From an optimization exercise on the open Yosys and OpenROAD flow, aimed at a short achievable clock period and few clock cycles; shortcuts taken in it are not production practice.
In this exercise RTL edits were held to simulation tests only and were not proved equivalent to the original.
Power is estimated from default activity; no workload was simulated.

==> flow/design.v (excerpt) <==
module wh8_core (
    input  wire       clk,
    input  wire       rst,
    input  wire       disp_valid,
    output wire       disp_ready,
    input  wire [1:0] disp_seg,
    input  wire [7:0] disp_pc,
    input  wire [7:0] disp_acc,
    input  wire [7:0] disp_x,
    input  wire [7:0] disp_y,
    input  wire       disp_z,
    input  wire [7:0] disp_ir,
    input  wire [7:0] disp_quantum,
    output wire       mem_req,
    output wire       mem_we,
    output wire [9:0] mem_addr,
    output wire [7:0] mem_wdata,
    input  wire       mem_ack,
    input  wire [7:0] mem_rdata,
    output wire       ret_valid,
    output wire       done_valid,
    output wire [2:0] done_cause,
    output wire [7:0] r_pc,
    output wire [7:0] r_acc,
    output wire [7:0] r_x,
    output wire [7:0] r_y,
    output wire       r_z,
    output wire [7:0] r_ir,
    output reg        con_valid,
    output wire [7:0] con_data
);
export LEC_CHECK = 0
export CAP_MARGIN = 20
export CORE_MARGIN = 2
export CORE_UTILIZATION = 50
export PLACE_DENSITY = 0.5
export SETUP_SLACK_MARGIN = 3.0
export SLEW_MARGIN = 20
export DONT_USE_CELLS = sky130_fd_sc_hd__a2111o_1 sky130_fd_sc_hd__a2111o_2 sky130_fd_sc_hd__a2111o_4 sky130_fd_sc_hd__a2111oi_0 sky130_fd_sc_hd__a2111oi_1 sky130_fd_sc_hd__a2111oi_2 sky130_fd_sc_hd__a2111oi_4 sky130_fd_sc_hd__a221o_1 sky130_fd_sc_hd__a221o_2 sky130_fd_sc_hd__a221o_4 sky130_fd_sc_hd__a221oi_1 sky130_fd_sc_hd__a221oi_2 sky130_fd_sc_hd__a221oi_4 sky130_fd_sc_hd__a222oi_1 sky130_fd_sc_hd__a311o_1 sky130_fd_sc_hd__a311o_2 sky130_fd_sc_hd__a311o_4 sky130_fd_sc_hd__a311oi_1 sky130_fd_sc_hd__a311oi_2 sky130_fd_sc_hd__a311oi_4 sky130_fd_sc_hd__a32o_1 sky130_fd_sc_hd__a32o_2 sky130_fd_sc_hd__a32o_4 sky130_fd_sc_hd__a32oi_1 sky130_fd_sc_hd__a32oi_2 sky130_fd_sc_hd__a32oi_4 sky130_fd_sc_hd__a41o_1 sky130_fd_sc_hd__a41o_2 sky130_fd_sc_hd__a41o_4 sky130_fd_sc_hd__a41oi_1 sky130_fd_sc_hd__a41oi_2 sky130_fd_sc_hd__a41oi_4 sky130_fd_sc_hd__and4_1 sky130_fd_sc_hd__and4_2 sky130_fd_sc_hd__and4_4 sky130_fd_sc_hd__and4b_1 sky130_fd_sc_hd__and4b_2 sky130_fd_sc_hd__and4b_4 sky130_fd_sc_hd__and4bb_1 sky130_fd_sc_hd__and4bb_2 sky130_fd_sc_hd__and4bb_4 sky130_fd_sc_hd__nand4_1 sky130_fd_sc_hd__nand4_2 sky130_fd_sc_hd__nand4_4 sky130_fd_sc_hd__nand4b_1 sky130_fd_sc_hd__nand4b_2 sky130_fd_sc_hd__nand4b_4 sky130_fd_sc_hd__nand4bb_1 sky130_fd_sc_hd__nand4bb_2 sky130_fd_sc_hd__nand4bb_4 sky130_fd_sc_hd__nor3_1 sky130_fd_sc_hd__nor3_2 sky130_fd_sc_hd__nor3_4 sky130_fd_sc_hd__nor3b_1 sky130_fd_sc_hd__nor3b_2 sky130_fd_sc_hd__nor3b_4 sky130_fd_sc_hd__nor4_1 sky130_fd_sc_hd__nor4_2 sky130_fd_sc_hd__nor4_4 sky130_fd_sc_hd__nor4b_1 sky130_fd_sc_hd__nor4b_2 sky130_fd_sc_hd__nor4b_4 sky130_fd_sc_hd__nor4bb_1 sky130_fd_sc_hd__nor4bb_2 sky130_fd_sc_hd__nor4bb_4 sky130_fd_sc_hd__o2111a_1 sky130_fd_sc_hd__o2111a_2 sky130_fd_sc_hd__o2111a_4 sky130_fd_sc_hd__o2111ai_1 sky130_fd_sc_hd__o2111ai_2 sky130_fd_sc_hd__o2111ai_4 sky130_fd_sc_hd__o221a_1 sky130_fd_sc_hd__o221a_2 sky130_fd_sc_hd__o221a_4 sky130_fd_sc_hd__o221ai_1 sky130_fd_sc_hd__o221ai_2 sky130_fd_sc_hd__o221ai_4 sky130_fd_sc_hd__o311a_1 sky130_fd_sc_hd__o311a_2 sky130_fd_sc_hd__o311a_4 sky130_fd_sc_hd__o311ai_0 sky130_fd_sc_hd__o311ai_1 sky130_fd_sc_hd__o311ai_2 sky130_fd_sc_hd__o311ai_4 sky130_fd_sc_hd__o32a_1 sky130_fd_sc_hd__o32a_2 sky130_fd_sc_hd__o32a_4 sky130_fd_sc_hd__o32ai_1 sky130_fd_sc_hd__o32ai_2 sky130_fd_sc_hd__o32ai_4 sky130_fd_sc_hd__o41a_1 sky130_fd_sc_hd__o41a_2 sky130_fd_sc_hd__o41a_4 sky130_fd_sc_hd__o41ai_1 sky130_fd_sc_hd__o41ai_2 sky130_fd_sc_hd__o41ai_4 sky130_fd_sc_hd__or3_1 sky130_fd_sc_hd__or3_2 sky130_fd_sc_hd__or3_4 sky130_fd_sc_hd__or3b_1 sky130_fd_sc_hd__or3b_2 sky130_fd_sc_hd__or3b_4 sky130_fd_sc_hd__or4_1 sky130_fd_sc_hd__or4_2 sky130_fd_sc_hd__or4_4 sky130_fd_sc_hd__or4b_1 sky130_fd_sc_hd__or4b_2 sky130_fd_sc_hd__or4b_4 sky130_fd_sc_hd__or4bb_1 sky130_fd_sc_hd__or4bb_2 sky130_fd_sc_hd__or4bb_4  sky130_fd_sc_hd__fa_1 sky130_fd_sc_hd__fa_2 sky130_fd_sc_hd__fa_4 
create_clock -name core_clock -period 5.0 [get_ports {clk}]
standard.sh (not shown) runs the stock make flow with config.mk's settings and CLKGATE_MAP_FILE= SYNTH_SCRIPT=/design/flow/synth_recipe.tcl, a recipe that flattens the netlist after the stock synthesis.
==> flow/flow/run.sh <==
#!/bin/bash
# Layout flow: the standard flow (standard.sh), with slow many-input OR/NOR,
# AOI/OAI and AND4/NAND4 cells added to the platform's don't-use list so that
# synthesis maps the logic to faster cells. Flip-flop mapping is unchanged,
# so the registers are the standard synthesis's. Each tool's output is kept
# in orfs/logs/; make's own output goes to flow_make.log.
set -euo pipefail
here="$(pwd)"
cells="$(cat flow/dont_use.txt)"
printf '\nexport DONT_USE_CELLS = %s\n' "$cells" >> config.mk
bash standard.sh > "$here/flow_make.log" 2>&1
Other scripts of this flow, unchanged in this note and not shown: flow/flow/dont_use.txt
Testbench counts at the start, summed over its fixed seeds: cycles 416,322.
Edit:
Settings changed: CORE_UTILIZATION 50 to 25, PLACE_DENSITY 0.5 to unset.
The changed run finished clean.
Power goes up by 5.0%.
Register-to-register slack degrades by 30 ps.
Wire length goes up by about 14%.
Combinational power goes up by about 8%.
Synthesized area stays the same.
Critical path depth goes up by 1.
Sequential cell count is unchanged.
Non-clock buffer count goes up by 12.
Worst hold slack improves by 26 ps.
Die area goes up by 97%.
Worst setup slack degrades by 20 ps.
Edit:
Settings changed: CORE_UTILIZATION 25 to 30.
Result: The new run produced a clean layout. Final cell count drops by a few percent. Worst setup slack gains 49 ps. Utilization climbs by 6.4 points.

## re-timing with driven ports
Ports are ideal in the flow. The routed layouts listed here were re-timed in OpenROAD. Step 1 (the two cells are an assumption about what drives the block):
set clk [get_ports {clk}]
set_driving_cell -lib_cell sky130_fd_sc_hd__clkbuf_16 $clk
set_driving_cell -lib_cell sky130_fd_sc_hd__buf_2 [delete_from_list [all_inputs] $clk]
Step 2 also shifts input and output timing later by t, the mid clock arrival at the registers, as if the neighbouring blocks saw the same clock. Three values: ideal, step 1, step 2; two values: the first two.
run	t, ns	slack for setup (ns)	worst hold slack (ns)	clock arrival spread, ns	cell pins on the clock port's net
the first run	0.573	2.823 / 2.809 / 2.236	0.455 / 0.455 / 0.455	0.028 / 0.028	1
the second run	0.599	2.804 / 2.800 / 2.201	0.481 / 0.481 / 0.481	0.019 / 0.019	1
the third run	0.604	2.852 / 2.854 / 2.253	0.470 / 0.470 / 0.470	0.012 / 0.012	1
After both steps setup and hold are still met in every run listed. The setup slack of the second run, which loses most, moves by -0.004 ns with the drivers and by -0.603 ns with both steps.
